This design comes from an exercise in tuning for small area, a short achievable clock period and few clock cycles per item on the open sky130 flow, not from production work.
In this exercise RTL edits were held to simulation tests only and were not proved equivalent to the original.

==> module lsc_mapper, before the edit <==
module lsc_mapper (
    input  wire        clk,
    input  wire        rst,
    input  wire        in_valid,
    output wire        in_ready,
    input  wire        in_imm,
    input  wire        in_mtrunc,
    input  wire [15:0] in_value,
    input  wire [15:0] in_rmin,
    input  wire [15:0] in_rmax,
    output wire        out_valid,
    input  wire        out_ready,
    output wire [7:0]  out_angle,
    output wire [31:0] out_lux
);
    reg        k_valid;              
    reg        rdy;                  
    wire       adv = ~k_valid;       
    assign in_ready = rdy;
    reg        v0;
    reg        imm0, trunc0;
    reg [15:0] val0, rmin0, rmax0;
    function [1:0] add3;         
        input [1:0] a, b;
        case ({a, b})
            4'b0000: add3 = 2'd0; 4'b0001: add3 = 2'd1; 4'b0010: add3 = 2'd2;
            4'b0100: add3 = 2'd1; 4'b0101: add3 = 2'd2; 4'b0110: add3 = 2'd0;
            4'b1000: add3 = 2'd2; 4'b1001: add3 = 2'd0; 4'b1010: add3 = 2'd1;
            default: add3 = 2'd0;
        endcase
    endfunction
    function [1:0] dig3;         
        input [1:0] d;
        dig3 = {d[1] & ~d[0], d[0] & ~d[1]};
    endfunction
    function [1:0] pair3;        
        input [3:0] x;
        pair3 = add3(dig3(x[1:0]), dig3(x[3:2]));
    endfunction
    wire [1:0] vm3 = add3(add3(pair3(val0[3:0]),  pair3(val0[7:4])),
                          add3(pair3(val0[11:8]), pair3(val0[15:12])));
    wire [25:0] n_s1;
    wire [15:0] d_s1;
    lsc_mapper_front u_front (
        .val(val0), .vm3(vm3), .rmin(rmin0), .rmax(rmax0), .imm(imm0), .trunc(trunc0),
        .n(n_s1), .dn(d_s1)
    );
    reg        v1, neg1;
    reg [23:0] n1;
    reg [15:0] d1, val1;         
    wire [2:0]  q765;
    wire [15:0] rem765;
    lsc_mapper_div3 u_div765 (.win(n1[23:5]), .dn(d1), .q(q765), .rem(rem765));
    wire [16:0] ov_t   = {1'b0, n1[23:8]} + {1'b1, d1} + 17'd1;
    wire        ovf_s2 = ~ov_t[16];                          
    reg        v2, neg2, ovf2;
    reg [20:0] r2;               
    reg [2:0]  q2;
    reg [15:0] d2, val2;
    wire [2:0]  q432;
    wire [15:0] rem432;
    lsc_mapper_div3 u_div432 (.win(r2[20:2]), .dn(d2), .q(q432), .rem(rem432));
    wire [5:0]  qh = {q2, q432};                             
    wire [7:0]  lqh_s3;
    wire [1:0]  lrh_s3;
    wire [8:0]  llo_s3;
    lsc_mapper_lux_hi u_luxh (.val(val2), .q(lqh_s3), .r(lrh_s3), .lo9(llo_s3));
    reg        v3, neg3, ovf3;
    reg [17:0] r3;
    reg [5:0]  q3;
    reg [15:0] d3;
    reg [7:0]  lqh3;             
    reg [10:0] llo3;             
    wire [17:0] t1  = {1'b0, r3[17:1]} + {2'b11, d3} + 18'd1;       
    wire [15:0] rr1 = t1[17] ? r3[16:1] : t1[15:0];
    wire [17:0] t0  = {1'b0, rr1, r3[0]} + {2'b11, d3} + 18'd1;     
    wire [1:0]  q10 = {~t1[17], ~t0[17]};
    wire        sat = ovf3 | (q3 >= 6'd45);                  
    wire [7:0]  ang_s4 = neg3 ? 8'd0 : sat ? 8'd180 : {q3, q10};
    wire [10:0] lqq = llo3 / 11'd3;
    wire [10:0] lrr = llo3 % 11'd3;
    wire [8:0]  lql = lqq[8:0];
    wire [1:0]  lr  = lrr[1:0];
    wire [16:0] lq = {lqh3[7:0], lql};
    reg        o_valid;
    reg [7:0]  o_angle;
    reg [16:0] o_lux;
    reg [1:0]  o_r;
    reg [1:0]  o_rb;             
    reg [7:0]  k_angle;
    reg [16:0] k_lux;
    reg [1:0]  k_r;
    wire o_free  = ~o_valid | out_ready;
    wire o_sel_k = k_valid & out_ready;          
    wire o_sel_n = ~k_valid & o_free;            
    wire o_hold  = ~(o_sel_k | o_sel_n);
    always @(posedge clk) begin
        if (rst) begin
            v0 <= 1'b0; v1 <= 1'b0; v2 <= 1'b0; v3 <= 1'b0;
            o_valid <= 1'b0;
            k_valid <= 1'b0;
            rdy     <= 1'b1;
        end else begin
            if (adv) begin
                v0 <= in_valid;
                v1 <= v0;
                v2 <= v1;
                v3 <= v2;
            end
            if (k_valid) begin
                if (out_ready) begin
                    o_valid <= 1'b1;
                    k_valid <= 1'b0;
                    rdy     <= 1'b1;
                end
            end else if (o_free) begin
                o_valid <= v3;
            end else if (v3) begin
                k_valid <= 1'b1;
                rdy     <= 1'b0;
            end
        end
        if (adv) begin
            imm0   <= in_imm;
            trunc0 <= ~in_imm & in_mtrunc;
            val0   <= in_value;
            rmin0  <= in_rmin;
            rmax0  <= in_rmax;
            n1   <= n_s1[23:0];
            neg1 <= n_s1[25];
            d1   <= d_s1;
            val1 <= val0;
            r2   <= {rem765, n1[4:0]};
            q2   <= q765;
            neg2 <= neg1;
            ovf2 <= ovf_s2;
            d2   <= d1;
            val2 <= val1;
            r3   <= {rem432, r2[1:0]};
            q3   <= qh;
            neg3 <= neg2;
            ovf3 <= ovf2;
            d3   <= d2;
            lqh3 <= lqh_s3;
            llo3 <= {lrh_s3, llo_s3};
        end
        o_angle <= ({8{o_sel_k}}  & k_angle) | ({8{o_sel_n}}  & ang_s4) | ({8{o_hold}}  & o_angle);
        o_lux   <= ({17{o_sel_k}} & k_lux)   | ({17{o_sel_n}} & lq)     | ({17{o_hold}} & o_lux);
        o_r     <= ({2{o_sel_k}}  & k_r)     | ({2{o_sel_n}}  & lr)     | ({2{o_hold}}  & o_r);
        o_rb    <= ({2{o_sel_k}}  & k_r)     | ({2{o_sel_n}}  & lr)     | ({2{o_hold}}  & o_rb);
        if (~k_valid & ~o_free) begin
            k_angle <= ang_s4;
            k_lux   <= lq;
            k_r     <= lr;
        end
    end
    assign out_valid = o_valid;
    assign out_angle = o_angle;
    assign out_lux = {o_lux,
                      o_rb[1], o_rb[0], o_rb[1], o_rb[0], o_rb[1], o_rb[0], o_rb[1], o_rb[0],
                      o_r[1], o_r[0], o_r[1], o_r[0], o_r[1], o_r[0], o_r[1]};
endmodule
export LEC_CHECK = 0
export ABC_AREA = 1
export CAP_MARGIN = 20
export CORE_MARGIN = 2
export CORE_UTILIZATION = 55
export CTS_BUF_LIST = sky130_fd_sc_hd__clkbuf_16
export CTS_CLUSTER_DIAMETER = 80
export CTS_CLUSTER_SIZE = 20
export SLEW_MARGIN = 20
export SYNTH_HIERARCHICAL = 1
create_clock -name core_clock -period 22.0 [get_ports {clk}]
standard.sh (not shown) runs the stock make flow with config.mk's settings and CLKGATE_MAP_FILE= SYNTH_SCRIPT=/design/flow/synth_recipe.tcl, a recipe that flattens the netlist after the stock synthesis.
==> flow/flow/run.sh <==
#!/bin/bash
# Layout: the standard flow (standard synthesis, same constraints), with ORFS's
# repair_timing asked for a larger setup margin so that it also works on paths that
# already meet the 22 ns clock, and plain buffers on the ports.  Each tool's output
# goes to a log file here.
set -euo pipefail
bash standard.sh SETUP_SLACK_MARGIN=16.3 "BUFFER_PORTS_ARGS=-buffer_cell sky130_fd_sc_hd__buf_2" finish > flow_make.log 2>&1
Testbench counts at the start, summed over its fixed seeds: cycles 2,088, items 2,048.
Next try:
--- a/flow/design.v
+++ b/flow/design.v
@@ -179,5 +179,4 @@
     reg [16:0] o_lux;
     reg [1:0]  o_r;
-    reg [1:0]  o_rb;             
     reg [7:0]  k_angle;
     reg [16:0] k_lux;
@@ -240,5 +239,4 @@
         o_lux   <= ({17{o_sel_k}} & k_lux)   | ({17{o_sel_n}} & lq)     | ({17{o_hold}} & o_lux);
         o_r     <= ({2{o_sel_k}}  & k_r)     | ({2{o_sel_n}}  & lr)     | ({2{o_hold}}  & o_r);
-        o_rb    <= ({2{o_sel_k}}  & k_r)     | ({2{o_sel_n}}  & lr)     | ({2{o_hold}}  & o_rb);
         if (~k_valid & ~o_free) begin
             k_angle <= ang_s4;
@@ -250,5 +248,5 @@
     assign out_angle = o_angle;
     assign out_lux = {o_lux,
-                      o_rb[1], o_rb[0], o_rb[1], o_rb[0], o_rb[1], o_rb[0], o_rb[1], o_rb[0],
+                      o_r[1], o_r[0], o_r[1], o_r[0], o_r[1], o_r[0], o_r[1], o_r[0],
                       o_r[1], o_r[0], o_r[1], o_r[0], o_r[1], o_r[0], o_r[1]};
 endmodule
Register-to-register slack stays flat.
Wire length goes down by 0.57%.
Setup slack got worse by 0.14 ns.
Worst hold slack is about the same.
Via count is higher by 0.30%.
Design area is about the same.
Clock-buffer cell count climbs by 3.
Synthesized cell count barely changes.
Testbench counts after the change, summed over its fixed seeds: cycles 2,088, items 2,048.

== the reference run ==
Starting RTL as in the previous note.
export LEC_CHECK = 0
export ABC_AREA = 1
export CAP_MARGIN = 20
export CORE_MARGIN = 2
export CORE_UTILIZATION = 55
export CTS_BUF_LIST = sky130_fd_sc_hd__clkbuf_16
export CTS_CLUSTER_DIAMETER = 80
export CTS_CLUSTER_SIZE = 20
export SLEW_MARGIN = 20
export SYNTH_HIERARCHICAL = 1
create_clock -name core_clock -period 22.0 [get_ports {clk}]
==> flow/flow/run.sh <==
#!/bin/bash
# Layout: the standard flow (standard synthesis, same constraints), with ORFS's
# repair_timing asked for a larger setup margin so that it also works on paths that
# already meet the 22 ns clock, and plain buffers on the ports.  Each tool's output
# goes to a log file here.
set -euo pipefail
bash standard.sh SETUP_SLACK_MARGIN=16.5 "BUFFER_PORTS_ARGS=-buffer_cell sky130_fd_sc_hd__buf_2" finish > flow_make.log 2>&1
Testbench counts of the reference run, summed over its fixed seeds: cycles 2,088, items 2,048.
The following lists how the trial run was set up differently from the reference run:
--- a/flow/design.v
+++ b/flow/design.v
@@ -175,20 +175,16 @@
     wire [1:0]  lr  = lrr[1:0];
     wire [16:0] lq = {lqh3[7:0], lql};
     reg        o_valid;
     reg [7:0]  o_angle;
     reg [16:0] o_lux;
     reg [1:0]  o_r;
-    reg [1:0]  o_rb;             
     reg [7:0]  k_angle;
     reg [16:0] k_lux;
     reg [1:0]  k_r;
-    wire o_free  = ~o_valid | out_ready;
-    wire o_sel_k = k_valid & out_ready;          
-    wire o_sel_n = ~k_valid & o_free;            
-    wire o_hold  = ~(o_sel_k | o_sel_n);
+    wire o_free = ~o_valid | out_ready;
     always @(posedge clk) begin
         if (rst) begin
             v0 <= 1'b0; v1 <= 1'b0; v2 <= 1'b0; v3 <= 1'b0;
             o_valid <= 1'b0;
             k_valid <= 1'b0;
             rdy     <= 1'b1;
@@ -233,22 +229,28 @@
             neg3 <= neg2;
             ovf3 <= ovf2;
             d3   <= d2;
             lqh3 <= lqh_s3;
             llo3 <= {lrh_s3, llo_s3};
         end
-        o_angle <= ({8{o_sel_k}}  & k_angle) | ({8{o_sel_n}}  & ang_s4) | ({8{o_hold}}  & o_angle);
-        o_lux   <= ({17{o_sel_k}} & k_lux)   | ({17{o_sel_n}} & lq)     | ({17{o_hold}} & o_lux);
-        o_r     <= ({2{o_sel_k}}  & k_r)     | ({2{o_sel_n}}  & lr)     | ({2{o_hold}}  & o_r);
-        o_rb    <= ({2{o_sel_k}}  & k_r)     | ({2{o_sel_n}}  & lr)     | ({2{o_hold}}  & o_rb);
-        if (~k_valid & ~o_free) begin
+        if (k_valid) begin
+            if (out_ready) begin
+                o_angle <= k_angle;
+                o_lux   <= k_lux;
+                o_r     <= k_r;
+            end
+        end else if (o_free) begin
+            o_angle <= ang_s4;
+            o_lux   <= lq;
+            o_r     <= lr;
+        end else begin
             k_angle <= ang_s4;
             k_lux   <= lq;
             k_r     <= lr;
         end
     end
     assign out_valid = o_valid;
     assign out_angle = o_angle;
     assign out_lux = {o_lux,
-                      o_rb[1], o_rb[0], o_rb[1], o_rb[0], o_rb[1], o_rb[0], o_rb[1], o_rb[0],
+                      o_r[1], o_r[0], o_r[1], o_r[0], o_r[1], o_r[0], o_r[1], o_r[0],
                       o_r[1], o_r[0], o_r[1], o_r[0], o_r[1], o_r[0], o_r[1]};
 endmodule
Findings:
Compared with the reference run, in the trial run count of flip-flops and latches now sits lower; clock-buffer cell count moved up; multi-input logic portion of the cell area down 1.0 points.
The trial run against the reference run: total number of nets in the final design fell 58, synthesis-to-layout area growth rose 0.62 points, routed wire length on met3 rose about 9%.
The trial run ended up with a higher total routing resource utilization after global routing than the reference run did.
Final cell count: the trial run lower than the reference run
Testbench counts of the trial run, summed over its fixed seeds: cycles 2,088, items 2,048.

[what the ideal ports hide]
The flow's constraints put no driver on any port. The routed layouts listed below were extracted and timed again, unchanged, in two steps. Step 1: set_driving_cell puts a clkbuf_16 on clk and a buf_2 on each other input, an assumption about the parent block. Step 2, shift: input delay + t, output delay - t, t = (earliest + latest rising clock arrival at the registers) / 2. This alone moves slack from input paths to output paths. a / b / c = no drivers / after step 1 / after step 2; a / b = the first two.
run | shift t [ns] | setup WS [ns] | worst hold slack (ns)
the first run of note 1 | 0.605 | 16.521 / 16.463 / 16.212 | 0.413 / 0.413 / 0.413
the second run of note 1 | 0.615 | 16.377 / 16.314 / 16.194 | 0.412 / 0.412 / 0.412
the reference run | 0.601 | 16.559 / 16.499 / 16.213 | 0.413 / 0.413 / 0.413
the trial run | 0.615 | 16.381 / 16.325 / 16.098 | 0.410 / 0.410 / 0.410
After both steps setup and hold are still met in every run listed. For the reference run, which loses most, drivers alone change the setup slack by -0.060 ns; drivers and shift together by -0.346 ns.
